This is an optimization exercise on Yosys and OpenROAD, whose aim is small area, a short achievable clock period and few clock cycles per item, not a production implementation. Function was checked by simulation only, so behaviour that the tests miss may differ from the original. Power and IR drop assume default switching activity.

`design/flow/design.v`:
```
module mnet_crc_step (
    input  wire [15:0] crc_in,
    input  wire [7:0]  data,
    output reg  [15:0] crc_out
);
    integer i;
    always @(*) begin
        crc_out = crc_in ^ {data, 8'h00};
        for (i = 0; i < 8; i = i + 1) begin
            if (crc_out[15])
                crc_out = {crc_out[14:0], 1'b0} ^ 16'h1021;
            else
                crc_out = {crc_out[14:0], 1'b0};
        end
    end
endmodule
module mnet_rxv (
    input  wire        clk,
    input  wire        rst,
    input  wire        key_wr,
    input  wire [2:0]  key_len,
    input  wire [47:0] key_data,
    input  wire        line_rx_valid,
    output wire        line_rx_ready,
    input  wire [7:0]  line_rx_data,
    input  wire        rx_obf,
    output reg         resp_valid,
    input  wire        resp_ready,
    output reg  [7:0]  resp_data,
    output reg         resp_last
);
    localparam P_HUNT = 3'd0,
               P_BODY = 3'd1,
               P_TERM = 3'd2,
               P_STAT = 3'd3,
               P_DATA = 3'd4;
    localparam ST_OK          = 8'h00,
               ST_BAD_FRAMING = 8'h02,
               ST_BAD_CRC     = 8'h03;
    reg [47:0] key;
    reg [2:0]  klen;
    always @(posedge clk) begin
        if (rst) begin
            key  <= 48'h0;
            klen <= 3'd0;
        end else if (key_wr && key_len >= 3'd3 && key_len <= 3'd6) begin
            klen <= key_len;
            case (key_len)
                3'd3:    key <= {24'h0, key_data[23:0]};
                3'd4:    key <= {16'h0, key_data[31:0]};
                3'd5:    key <= {8'h0,  key_data[39:0]};
                default: key <= key_data;
            endcase
        end
    end
    reg [7:0] buffer [0:259];
    reg [2:0]  phase;
    reg        esc;
    reg [8:0]  cnt;       
    reg [7:0]  len;
    reg [15:0] crc;
    reg        obf;
    reg [7:0]  prev;
    reg [2:0]  ki;
    reg [7:0]  status;
    reg [8:0]  rptr;      
    reg [7:0] key_byte;
    always @(*) begin
        case (ki)
            3'd0:    key_byte = key[7:0];
            3'd1:    key_byte = key[15:8];
            3'd2:    key_byte = key[23:16];
            3'd3:    key_byte = key[31:24];
            3'd4:    key_byte = key[39:32];
            default: key_byte = key[47:40];
        endcase
    end
    wire [15:0] crc_next;
    mnet_crc_step u_crc (.crc_in(crc), .data(line_rx_data), .crc_out(crc_next));
    assign line_rx_ready = (phase == P_HUNT) || (phase == P_BODY) || (phase == P_TERM);
    wire take = line_rx_valid && line_rx_ready;
    wire in_payload = (cnt >= 9'd5) && (cnt < 9'd5 + {1'b0, len});
    wire [7:0] body_byte = (in_payload && obf) ? (line_rx_data ^ key_byte ^ prev) : line_rx_data;
    wire send = !resp_valid || resp_ready;    
    always @(posedge clk) begin
        if (take && phase == P_BODY && !(esc ? (line_rx_data != 8'hFF) : (line_rx_data == 8'hFF))
            && cnt < 9'd260)
            buffer[cnt] <= body_byte;
    end
    always @(posedge clk) begin
        if (rst) begin
            phase      <= P_HUNT;
            esc        <= 1'b0;
            resp_valid <= 1'b0;
            resp_last  <= 1'b0;
        end else begin
            if (resp_valid && resp_ready)
                resp_valid <= 1'b0;
            case (phase)
                P_HUNT: begin
                    if (take && line_rx_data == 8'h01) begin
                        phase <= P_BODY;
                        esc   <= 1'b0;
                        cnt   <= 9'd0;
                        len   <= 8'd0;
                        crc   <= 16'h0000;
                        obf   <= rx_obf && (klen != 3'd0);
                        prev  <= 8'h00;
                        ki    <= 3'd0;
                    end
                end
                P_BODY: begin
                    if (take) begin
                        if (!esc && line_rx_data == 8'hFF) begin
                            esc <= 1'b1;
                        end else if (esc && line_rx_data != 8'hFF) begin
                            status <= ST_BAD_FRAMING;
                            phase  <= P_STAT;
                        end else begin
                            esc <= 1'b0;
                            crc <= crc_next;
                            cnt <= cnt + 9'd1;
                            if (in_payload) begin
                                prev <= line_rx_data;
                                ki   <= (ki == klen - 3'd1) ? 3'd0 : ki + 3'd1;
                            end
                            if (cnt == 9'd4)
                                len <= line_rx_data;
                            if (cnt >= 9'd5 && cnt == 9'd6 + {1'b0, len})
                                phase <= P_TERM;
                        end
                    end
                end
                P_TERM: begin
                    if (take) begin
                        status <= (line_rx_data == 8'h04) ?
                                  ((crc == 16'h0000) ? ST_OK : ST_BAD_CRC) : ST_BAD_FRAMING;
                        phase  <= P_STAT;
                    end
                end
                P_STAT: begin
                    if (send) begin
                        resp_valid <= 1'b1;
                        resp_data  <= status;
                        resp_last  <= (status != ST_OK);
                        rptr       <= 9'd0;
                        phase      <= (status == ST_OK) ? P_DATA : P_HUNT;
                    end
                end
                default: begin  
                    if (send) begin
                        resp_valid <= 1'b1;
                        resp_data  <= buffer[rptr];
                        resp_last  <= (rptr == 9'd4 + {1'b0, len});
                        rptr       <= rptr + 9'd1;
                        if (rptr == 9'd4 + {1'b0, len})
                            phase <= P_HUNT;
                    end
                end
            endcase
        end
    end
endmodule
```
`design/flow/run.sh`:
```
#!/bin/bash
# synth_recipe.tcl (not shown) runs the flow's synth.tcl, then flattens the netlist and writes it again
# the make line also repeats each setting of config.mk as NAME=value (left out here)
make -C /OpenROAD-flow-scripts/flow DESIGN_CONFIG=/design/flow/config.mk WORK_HOME=/design/flow/orfs CLKGATE_MAP_FILE= SYNTH_SCRIPT=/design/flow/synth_recipe.tcl finish
```
`design/flow/config.mk`:
```
export PLATFORM = sky130hd
export DESIGN_NAME = mnet_rxv
export DESIGN_NICKNAME = mnet_rxv
export VERILOG_FILES = /design/flow/design.v
export SDC_FILE = /design/flow/constraint.sdc
export NUM_CORES = 4
export LEC_CHECK = 0
export CAP_MARGIN = 20
export CORE_MARGIN = 2
export CORE_UTILIZATION = 40
export SLEW_MARGIN = 20
```
`design/flow/constraint.sdc`:
```
create_clock -name core_clock -period 5.0 [get_ports {clk}]
set_input_delay 1.0000 -clock core_clock [delete_from_list [all_inputs] [get_ports {clk}]]
set_output_delay 1.0000 -clock core_clock [all_outputs]
set_load 0.01 [all_outputs]
```
==> out/qor.txt <==
Post-route cell area -> 0.102 sq mm
Antenna violations before repair -> 7
Syn nets -> 4557
Most frequently used flop master after synthesis -> edfxtp_1
Fillers -> 17945
CP top delay family -> simple AND/OR/NAND/NOR gates
Fmax -> 0.239 GHz
Buf/Inv on CP -> 3
Worst-path clk slew -> 0.06 ns
Global placement routability congestion -> 0.855
Sw Share -> 20.6%
RSZ-0062 raised after global routing -> false
Synth Warn # -> 2
Core Box Area -> 0.217 sq mm
Num ports -> 76
Number of global-route vias before repair -> 45638
Synth area leader -> edfxtp_1
Pwr Density -> 375 mW/mm^2
Pre-CTS WS -> 0.114 ns
Max IR drop VDD -> 0.000303 V
Total track usage -> 20.1%
Final nets -> 4996
Drt first pass iters -> 6
Vias -> 45404
Initial core utilization -> 40.3%
Die footprint -> 0.222 sq mm
Cells after synthesis -> 4464
Final Skew -> 0.0318 ns
Max Slew Vio Count -> 0
PnR worst setup slack -> 0.820 ns
FFs w/ async S/R, synth -> 0%
Most common library cells after synthesis -> edfxtp_1, mux4_2, nor2_1
Post-CTS Hold Buffers -> 0
Die Height -> 471 microns
H-Tree Depth -> 4
Post-synthesis register bit count -> 2210
Tcrit/Tclk final -> 83.6%
First-pass GRT wire length -> 326000 microns
Max-cap viol count -> 0
Routed WL -> 226000 microns
Initial DRC Count -> 5725
EDFF count, synth -> 2144
Status -> timing/DRC/antenna clean
Layout cells sized above 1 -> 25.8%
Avg Inst Size Synth -> 19.6 sq um
Met2 Resource Use GR -> 31.3%
Crit path cell chain -> clkdlybuf4s50_1 > nand4_1 > or2_2 > inv_1 > ha_1 > nand3_1 > nor4_1 > nand2_1 > nor2_1 > buf_4
Number of input and output port buffers inserted -> 75
Post-CTS sizing -> 0
FP Rows -> 171
Largest net degree at the start of global routing -> 125
P&R area growth vs syn -> 16.3%
P_sw -> 0.00785 W
Synth top area cells -> edfxtp_1, mux4_2, mux2i_1
Leakage -> 32.4 nW
Worst-path fanout max -> 13
Worst-Skew Late Latency -> 0.87 ns
Comb pwr share -> 2.8%
Minimum clock period -> 4.18 ns
CP Launch Type -> input pin
Post-synth design cell area -> 0.0874 sq mm
Part of the Yosys area used for sequential elements -> 75.2%
Setup TNS -> 0 ns
Seq pwr share -> 54.0%
CTS tree -> yes
Kind of critical path -> input pin to flip-flop
Met3 Usage GRT -> 3.38%
DPL Wire Length -> 144000 microns
Crit path arrival time -> 4.74 ns
Drt drc -> 0
Slew headroom -> 27.2%
Final hold violations -> 0
WP data required -> 5.56 ns
Overall power -> 0.0381 W
Routed length per instance -> 28.4 microns
Distinct cells, synth -> 64
Internal power -> 0.0302 W
Worst slew pin tran -> 1.09 ns
Width of the die -> 471 microns
Top cell type's share of synthesized area -> 73.7%
Clock share of power -> 43.2%
Number of setup buffers added after CTS -> 0
Max Root-Sink Buffers -> 3
Worst setup EP type -> flip-flop
Total gr overflow -> 0
Top-count cell post-synth -> edfxtp_1
Antenna-violating nets left -> 0
Area post-placement -> 0.0945 sq mm
Vias per inst -> 5.71
CTS root buffer -> clkbuf_16
Worst hold path type -> flip-flop to flip-flop
Clock sink count -> 2210
CP max stage delay -> 0.71 ns
CTS buffer count -> 220
Met1 usage -> 29.3%
Most used routing layer -> met2
Final setup viols -> 0
Crit-path slowest cell -> nand2_1
==> placed cells by master (no fill, tap or decap), types with 28 or more instances in the layout <==
| cell type | n |
|---|---|
| clkinv_1 | 56 |
| o22ai_1 | 51 |
| buf_12 | 49 |
| xnor2_1 | 46 |
| a21oi_1 | 111 |
| ha_1 | 28 |
| clkbuf_1 | 47 |
| and2_1 | 47 |
| a211oi_1 | 54 |
| o21ai_0 | 33 |
| mux4_2 | 479 |
| a22oi_1 | 101 |
| nand2_1 | 130 |
| clkbuf_16 | 223 |
| clkdlybuf4s50_1 | 74 |
| nand4_1 | 28 |
| xor2_1 | 30 |
| nand3_1 | 59 |
| dfxtp_1 | 60 |
| mux2i_1 | 161 |
| edfxtp_1 | 2144 |
| buf_4 | 366 |
| nor2_1 | 342 |
| mux2_2 | 64 |
| clkinv_2 | 28 |
==> sequential cells by signal, indices dropped and copies added, names as in the netlist, named ones only <==
name	count
buffer	2080
obf	1
status	2
ki	3
resp_valid	1
klen	3
phase	3
resp_last	1
crc	16
rptr	9
prev	8
resp_data	8
esc	1
key	48
len	8
cnt	9
==> final cells by class <==
| cell class | instances | area (sq um) | area share, % |
|---|---|---|---|
| Antenna cell | 2 | 5.00 | 0.00492 |
| Clock buffer | 273 | 5800 | 5.71 |
| Clock inverter | 136 | 1360 | 1.34 |
| Inverter | 25 | 101 | 0.0997 |
| Multi-Input combinational cell | 1956 | 20600 | 20.3 |
| Sequential cell | 2210 | 65700 | 64.7 |
| Tap cell | 2854 | 3570 | 3.51 |
| Timing Repair Buffer | 490 | 4470 | 4.40 |
==> through the flow <==
| step | cells | hold WS [ns] | utilization [%] |
|---|---|---|---|
| CTS | 7944 | 0.446 | 46.8 |
| finish | 7946 | 0.450 | 46.8 |
| detailed placement | 7535 | 0.442 | 43.5 |
| global placement | 7535 | 0.438 | 43.5 |
| floorplan | 4464 | 0.429 | - |
| global route | 7945 | 0.468 | 46.8 |
==> power by group through the flow <==
stage                     sequential [W]  clock (W)  combinational [W]
after floorplan                   0.0210          0           0.000523
after global placement            0.0209          0            0.00106
after detailed placement          0.0209          0            0.00109
after CTS                         0.0205     0.0167            0.00109
after global routing              0.0205     0.0174            0.00116
final                             0.0206     0.0164            0.00107
==> worst paths after layout <==
kind / startpoint / end / slack, ns / cells after the start
worst max-delay path: line_rx_data[1] / buffer[67][7] / 0.82 / 10
worst min-delay path: key[44] / key[44] / 0.45 / 2
worst max register to register: flip-flop / resp_data[7] / 0.90 / 10
worst min register to register: key[44] / key[44] / 0.45 / 2
==> tightest hold or removal path, stage by stage, from the launching register on <==
cell and delay [ns]:
dfxtp_1 0.30, nand2_1 0.05, a21oi_1 0.05
==> kinds of logic after synthesis <==
family | Yosys count | synth area share, %
AO/OA/AOI/OAI | 418 | 3.15
flip-flops | 2210 | 75.2
XOR/XNOR | 84 | 0.842
adder cells (fa/ha/maj) | 28 | 0.401
AND/OR/NAND/NOR | 715 | 3.63
buffers and inverters | 298 | 1.59
multiplexers | 711 | 15.2
==> layer usage <==
metal	wire length, microns	vias to the layer above	part of all wire [%]
li1	-	19090	-
met1	96100	24058	43
met2	106000	1939	47
met3	18100	317	8.0
met4	5720	0	2.5
met5	0	-	0
Testbench counts, summed over its fixed seeds: cycles 26,980, items 192.

==> re-timing with driven ports <==
Ports are ideal in the flow. The routed layout listed here was re-timed in OpenROAD. Step 1 (the two cells are an assumption about what drives the block):
set clk [get_ports {clk}]
set_driving_cell -lib_cell sky130_fd_sc_hd__clkbuf_16 $clk
set_driving_cell -lib_cell sky130_fd_sc_hd__buf_2 [delete_from_list [all_inputs] $clk]
Step 2 also shifts input and output timing later by t, the mid clock arrival at the registers, as if the neighbouring blocks saw the same clock. Three values: ideal ports, drivers, drivers and shift; two values: the first two.
shift t [ns]: 0.931
slack for setup (ns): 0.820 / 0.880 / -0.051
clock arrival spread, ns: 0.036 / 0.036
Met with ideal ports but missed after step 2: setup timing in this run. The setup slack of this run moves by +0.060 ns with the drivers and by -0.871 ns with both steps.
